What follows belongs to an exercise in optimizing a design on an open flow for small area; a production flow would make more cautious choices.
The RTL was checked by simulation tests, not by an equivalence proof against the original design.
The clock port is modelled as an ideal driver; clocking choices that lean on that would not hold on a real chip.

==> raven: inputs <==
// cfs
module cfs (
    input  wire        clk,
    input  wire        rst,         
    input  wire        start,
    output wire        busy,
    output wire        done,
    output wire [2:0]  status,
    output wire [2:0]  cause,
    output reg  [15:0] reading,
    output wire [2:0]  ev,
    output wire        rx_req,
    input  wire        rx_valid,
    input  wire [7:0]  rx_data,
    input  wire        rx_timeout,
    input  wire        rx_error,
    output wire        tx_valid,
    output wire [7:0]  tx_data,
    input  wire        tx_ready,
    input  wire        tx_error
);
    reg        tx;
    reg  [3:0] c;
    reg  [2:0] r;
    reg        dn;       
    reg        ckp;      
    reg  [7:0] nh, lo;   
    reg  [7:0] nacc;     
    wire rx = ~tx & c[3];
    wire dn_w;
    assign busy     = tx | c[3];
    assign tx_valid = tx;
    assign rx_req   = rx;
    assign done     = dn_w;
    wire q    = r[2] & r[1];
    wire fail = ~q & (r != 3'd0);
    wire warm = (reading == 16'd409) || (reading == 16'd499) || (reading == 16'd515);
    assign status   = {fail, q & (r[0] | warm), q & (r[0] | ~warm)};
    assign cause    = q ? 3'd0 : r;
    assign ev       = {dn_w & fail, ckp | (dn_w & q & ~r[0] & warm), dn_w & q & (r[0] | warm)};
    wire t_a = ~c[2] & ~c[1] & ~c[0];      
    wire t_b = ~c[3] & ~c[2] & ~c[0];      
    wire t_c = ~c[2] & ~c[1];              
    assign tx_data = {t_b, t_a, t_a, t_a, t_a, t_b, t_b, t_c};
    genvar i;
    wire [7:0] ng = ~(rx_data & {8{rx_valid}});
    wire [8:0] dc;
    wire [7:0] dl, dz;
    assign dc[0] = 1'b1;
    generate
        for (i = 0; i < 8; i = i + 1) begin : g_dec
            assign dl[i]   = lo[i] ^ nh[i] ^ dc[i];
            assign dc[i+1] = (lo[i] & nh[i]) | (dc[i] & (lo[i] ^ nh[i]));
            if (i == 0) begin : g_z0
                assign dz[i] = ~dc[8];
            end else begin : g_z
                assign dz[i] = dz[i-1] & nh[i-1];
            end
        end
    endgenerate
    wire [15:0] value = {nh ~^ dz, dl};
    wire [8:0] ac;
    wire [7:0] nsum;
    assign ac[0] = 1'b1;
    generate
  ...
==> module cfs, before the edit <==
module cfs (
    input  wire        clk,
    input  wire        rst,         
    input  wire        start,
    output wire        busy,
    output wire        done,
    output wire [2:0]  status,
    output wire [2:0]  cause,
    output reg  [15:0] reading,
    output wire [2:0]  ev,
    output wire        rx_req,
    input  wire        rx_valid,
    input  wire [7:0]  rx_data,
    input  wire        rx_timeout,
    input  wire        rx_error,
    output wire        tx_valid,
    output wire [7:0]  tx_data,
    input  wire        tx_ready,
    input  wire        tx_error
);
    reg        tx;
    reg  [3:0] c;
    reg  [2:0] r;
    reg        dn;       
    reg        ckp;      
    reg  [7:0] nh, lo;   
    reg  [7:0] nacc;     
    wire rx = ~tx & c[3];
    wire dn_w;
    assign busy     = tx | c[3];
    assign tx_valid = tx;
    assign rx_req   = rx;
    assign done     = dn_w;
    wire q    = r[2] & r[1];
    wire fail = ~q & (r != 3'd0);
    wire warm = (reading == 16'd409) || (reading == 16'd499) || (reading == 16'd515);
    assign status   = {fail, q & (r[0] | warm), q & (r[0] | ~warm)};
    assign cause    = q ? 3'd0 : r;
    assign ev       = {dn_w & fail, ckp | (dn_w & q & ~r[0] & warm), dn_w & q & (r[0] | warm)};
    wire t_a = ~c[2] & ~c[1] & ~c[0];      
    wire t_b = ~c[3] & ~c[2] & ~c[0];      
    wire t_c = ~c[2] & ~c[1];              
    assign tx_data = {t_b, t_a, t_a, t_a, t_a, t_b, t_b, t_c};
    genvar i;
    wire [7:0] ng = ~(rx_data & {8{rx_valid}});
    wire [8:0] dc;
    wire [7:0] dl, dz;
    assign dc[0] = 1'b1;
    generate
        for (i = 0; i < 8; i = i + 1) begin : g_dec
            assign dl[i]   = lo[i] ^ nh[i] ^ dc[i];
            assign dc[i+1] = (lo[i] & nh[i]) | (dc[i] & (lo[i] ^ nh[i]));
            if (i == 0) begin : g_z0
                assign dz[i] = ~dc[8];
            end else begin : g_z
                assign dz[i] = dz[i-1] & nh[i-1];
            end
        end
    endgenerate
    wire [15:0] value = {nh ~^ dz, dl};
    wire [8:0] ac;
    wire [7:0] nsum;
    assign ac[0] = 1'b1;
    generate
        for (i = 0; i < 8; i = i + 1) begin : g_acc
            assign nsum[i]  = nacc[i] ^ ng[i] ^ ac[i];
            assign ac[i+1] = (nacc[i] & ng[i]) | (ac[i] & (nacc[i] ^ ng[i]));
        end
    endgenerate
    wire       good = &nsum;
    wire       byte_in = ~rx_error & rx_valid;
    always @(posedge clk) begin
        if (rx_valid && c[2:0] == 3'd2)
            nh <= ng;
        if (rx_valid && c[2:0] == 3'd3)
            lo <= rx_data;
        nacc <= (c[2:1] == 2'b00) ? 8'h7A : nsum;
        if (e_ok)
            reading <= value;
    end
    wire [2:0] sub  = c[2:0];
    wire s_send = tx;
    wire s_idle = ~tx & ~c[3];
    wire e_txe  = s_send & tx_error;
    wire e_txa  = s_send & ~tx_error & tx_ready;
    wire e_err  = rx & rx_error;
    wire e_byte = rx & ~rx_error & rx_valid;
    wire e_tmo  = rx & ~rx_error & ~rx_valid & rx_timeout;
    wire body   = sub[2] | sub[1];
    wire last   = &sub;
    wire e_ok   = e_byte & last & good;
    wire e_bad  = e_byte & last & ~good;
    wire e_end  = e_txe | e_err | e_tmo | e_ok;
    wire mk_c   = rx_data[7] & rx_data[2] & rx_data[1];
    wire mk_1   = rx_data[6] & rx_data[5] & rx_data[4] & rx_data[3] & rx_data[0];
    wire mk_0   = ~(rx_data[6] | rx_data[5] | rx_data[4] | rx_data[3] | rx_data[0]);
    wire adv    = body ? (~last | good) : (mk_c & (sub[0] ? mk_0 : mk_1));
    wire inc    = (e_txa & ~c[3]) | (e_byte & adv);
    wire clr    = rst | e_txe | e_err | e_tmo;
    wire rehunt = e_byte & ~adv;
    wire [2:0] rv;
    assign rv[2] = (e_err & body) | e_tmo | e_ok;
    assign rv[1] = (e_err & ~body) | (e_tmo & ~body) | e_ok;
    assign rv[0] = e_txe | (e_err & (body | sub[0])) | (e_tmo & ~body);
    always @(posedge clk) begin
        dn  <= ~rst & e_end;
        ckp <= ~rst & e_bad;
        if (rst)
            r <= 3'd0;
        else if (e_end)
            r <= rv;
        tx <= ~rst & (tx ? ~tx_error & ~(tx_ready & c[3]) : (~c[3] & start));
        if (clr)
            c <= 4'd0;
        else if (inc)
            c <= c + 4'd1;
        else if (rehunt)
            c[2:0] <= 3'd0;
    end
    assign dn_w = dn;
endmodule
==> flow/config.mk <==
export PLATFORM = sky130hd
export DESIGN_NAME = cfs
export DESIGN_NICKNAME = cfs
export VERILOG_FILES = /design/flow/design.v
export SDC_FILE = /design/flow/constraint.sdc
export NUM_CORES = 4
export LEC_CHECK = 0
export CAP_MARGIN = 20
export CORE_MARGIN = 2
export CORE_UTILIZATION = 60
export SLEW_MARGIN = 20
==> flow/constraint.sdc <==
create_clock -name core_clock -period 6.0 [get_ports {clk}]
set_input_delay 1.2000 -clock core_clock [delete_from_list [all_inputs] [get_ports {clk}]]
set_output_delay 1.2000 -clock core_clock [all_outputs]
set_load 0.01 [all_outputs]
standard.sh (not shown) runs the stock make flow with config.mk's settings and CLKGATE_MAP_FILE= SYNTH_SCRIPT=/design/flow/synth_recipe.tcl, a recipe that flattens the netlist after the stock synthesis.
==> flow/flow/run.sh <==
#!/bin/bash
set -euo pipefail
here=$(pwd)
export BUFFER_PORTS_ARGS="-buffer_cell sky130_fd_sc_hd__buf_1"
export CTS_ARGS="-sink_clustering_enable -repair_clock_nets -dont_use_dummy_load"
export PRE_CTS_TCL="$here/flow/kbuf.tcl"
export KBUF_N=3
export KBUF_CELL=sky130_fd_sc_hd__clkbuf_8
export RECOVER_POWER=100
bash standard.sh > standard_flow.log 2>&1
==> flow/flow/kbuf.tcl <==
# Split the registers into KBUF_N groups by position (k-means) and drive each
# group's clock pins from its own clock buffer, fed directly by the clock port.
set block [ord::get_db_block]
set dbu [$block getDbUnitsPerMicron]
set regs {}
foreach inst [$block getInsts] {
  if {[string match "*df*" [[$inst getMaster] getName]]} {
    set bb [$inst getBBox]
    lappend regs [list [$inst getName] [expr {([$bb xMin] + [$bb xMax]) / 2.0 / $dbu}] [expr {([$bb yMin] + [$bb yMax]) / 2.0 / $dbu}]]
  }
}
set k $::env(KBUF_N)
# initial centers: spread over sorted x
set sorted [lsort -real -index 1 $regs]
set n [llength $sorted]
set cx {}; set cy {}
for {set i 0} {$i < $k} {incr i} {
  set r [lindex $sorted [expr {int(($i + 0.5) * $n / $k)}]]
  lappend cx [lindex $r 1]; lappend cy [lindex $r 2]
}
for {set it 0} {$it < 50} {incr it} {
  set asg {}
  foreach r $regs {
    set best 0; set bd 1e18
    for {set i 0} {$i < $k} {incr i} {
      set d [expr {pow([lindex $r 1] - [lindex $cx $i], 2) + pow([lindex $r 2] - [lindex $cy $i], 2)}]
      if {$d < $bd} {set bd $d; set best $i}
    }
    lappend asg $best
  }
  set nx {}; set ny {}
  for {set i 0} {$i < $k} {incr i} {
    set sx 0.0; set sy 0.0; set c 0
    foreach r $regs a $asg { if {$a == $i} { set sx [expr {$sx + [lindex $r 1]}]; set sy [expr {$sy + [lindex $r 2]}]; incr c } }
    if {$c > 0} { lappend nx [expr {$sx / $c}]; lappend ny [expr {$sy / $c}] } else { lappend nx [lindex $cx $i]; lappend ny [lindex $cy $i] }
  }
  set cx $nx; set cy $ny
}
for {set i 0} {$i < $k} {incr i} {
  set pins {}
  foreach r $regs a $asg { if {$a == $i} { lappend pins [get_pins [lindex $r 0]/CLK] } }
  if {[llength $pins] == 0} continue
  puts "clock buffer $i: [llength $pins] registers at [lindex $cx $i] [lindex $cy $i]"
  insert_buffer -buffer_cell $::env(KBUF_CELL) -net clk -load_pins $pins -location [list [lindex $cx $i] [lindex $cy $i]] -buffer_name clkbuf_leaf_$i -net_name clknet_leaf_$i
}
==> garnet (differences from raven) <==
--- a/flow/design.v
+++ b/flow/design.v
@@ -91,10 +91,9 @@
     wire e_ok   = e_byte & last & good;
     wire e_bad  = e_byte & last & ~good;
     wire e_end  = e_txe | e_err | e_tmo | e_ok;
-    wire mk_c   = rx_data[7] & rx_data[2] & rx_data[1];
-    wire mk_1   = rx_data[6] & rx_data[5] & rx_data[4] & rx_data[3] & rx_data[0];
-    wire mk_0   = ~(rx_data[6] | rx_data[5] | rx_data[4] | rx_data[3] | rx_data[0]);
-    wire adv    = body ? (~last | good) : (mk_c & (sub[0] ? mk_0 : mk_1));
+    wire adv    = (sub == 3'd0) ? (rx_data == 8'hFF) :
+                  (sub == 3'd1) ? (rx_data == 8'h86) :
+                  last ? good : 1'b1;
     wire inc    = (e_txa & ~c[3]) | (e_byte & adv);
     wire clr    = rst | e_txe | e_err | e_tmo;
     wire rehunt = e_byte & ~adv;
--- a/flow/flow/run.sh
+++ b/flow/flow/run.sh
@@ -6,5 +6,4 @@
 export PRE_CTS_TCL="$here/flow/kbuf.tcl"
 export KBUF_N=3
 export KBUF_CELL=sky130_fd_sc_hd__clkbuf_8
-export RECOVER_POWER=100
 bash standard.sh > standard_flow.log 2>&1
==> lagoon (differences from raven) <==
--- a/flow/design.v
+++ b/flow/design.v
@@ -91,10 +91,9 @@
     wire e_ok   = e_byte & last & good;
     wire e_bad  = e_byte & last & ~good;
     wire e_end  = e_txe | e_err | e_tmo | e_ok;
-    wire mk_c   = rx_data[7] & rx_data[2] & rx_data[1];
-    wire mk_1   = rx_data[6] & rx_data[5] & rx_data[4] & rx_data[3] & rx_data[0];
-    wire mk_0   = ~(rx_data[6] | rx_data[5] | rx_data[4] | rx_data[3] | rx_data[0]);
-    wire adv    = body ? (~last | good) : (mk_c & (sub[0] ? mk_0 : mk_1));
+    wire adv    = (sub == 3'd0) ? (rx_data == 8'hFF) :
+                  (sub == 3'd1) ? (rx_data == 8'h86) :
+                  last ? good : 1'b1;
     wire inc    = (e_txa & ~c[3]) | (e_byte & adv);
     wire clr    = rst | e_txe | e_err | e_tmo;
     wire rehunt = e_byte & ~adv;
==> flow/flow/run.sh (replaced) <==
#!/bin/bash
set -euo pipefail
export BUFFER_PORTS_ARGS="-buffer_cell sky130_fd_sc_hd__buf_1"
export CTS_ARGS="-sink_clustering_enable -repair_clock_nets -dont_use_dummy_load"
bash standard.sh > standard_flow.log 2>&1
removed: flow/flow/kbuf.tcl
==> impl_metrics.csv <==
group,metric,value,unit
run_status,outcome,"finished clean",
finish,mostFrequentLayoutCells,"52 x buf_1, 32 x edfxtp_1, 28 x inv_1",
finish,multi_input_area_share,37.13,%
finish,seq_share,47.93,%
finish,nNetsFinal,307,
global_routing,grt_max_degree,20,
critical_path,cp.required,6.05,ns
(the above is from raven)
==> impl_metrics.csv <==
group,metric,value,unit
run_status,outcome,"finished clean",
finish,multi_input_area_share,38.75,%
finish,mostFrequentLayoutCells,"52 x buf_1, 32 x edfxtp_1, 18 x inv_1, 18 x dfxtp_1, 15 x ha_1",
critical_path,cp.required,5.96,ns
finish,nNetsFinal,306,
(the above is from lagoon)
==> impl_metrics.csv <==
group,metric,value,unit
run_status,outcome,"finished clean",
finish,mostFrequentLayoutCells,"52 x buf_1, 32 x edfxtp_1, 18 x inv_1, 18 x dfxtp_1, 15 x ha_1",
global_routing,grt_max_degree,23,
critical_path,cp.required,5.86,ns
finish,nNetsFinal,304,
(the above is from garnet)

==> what the ideal ports hide <==
The flow's constraints put no driver on any port. The routed layouts listed below were extracted and timed again, unchanged, in two steps. Step 1 (the two cells are an assumption about what drives the block):
set clk [get_ports {clk}]
set_driving_cell -lib_cell sky130_fd_sc_hd__clkbuf_16 $clk
set_driving_cell -lib_cell sky130_fd_sc_hd__buf_2 [delete_from_list [all_inputs] $clk]
Step 2 also shifts input and output timing later by t, the mid clock arrival at the registers, as if the neighbouring blocks saw the same clock. Slacks: ideal ports / drivers / drivers and shift; pairs: ideal ports / drivers.
| run | shift t [ns] | setup slack, ns | hold WS [ns] |
|---|---|---|---|
| raven | 0.201 | 0.631 / 0.656 / 0.455 | 0.544 / 0.544 / 0.544 |
| garnet | 0.200 | 0.785 / 0.807 / 0.608 | 0.568 / 0.568 / 0.568 |
| lagoon | 0.317 | 0.878 / 0.883 / 0.566 | 0.566 / 0.566 / 0.566 |
After both steps every run listed still meets setup and hold. The setup slack of lagoon, which loses most, moves by +0.005 ns with the drivers and by -0.312 ns with both steps.
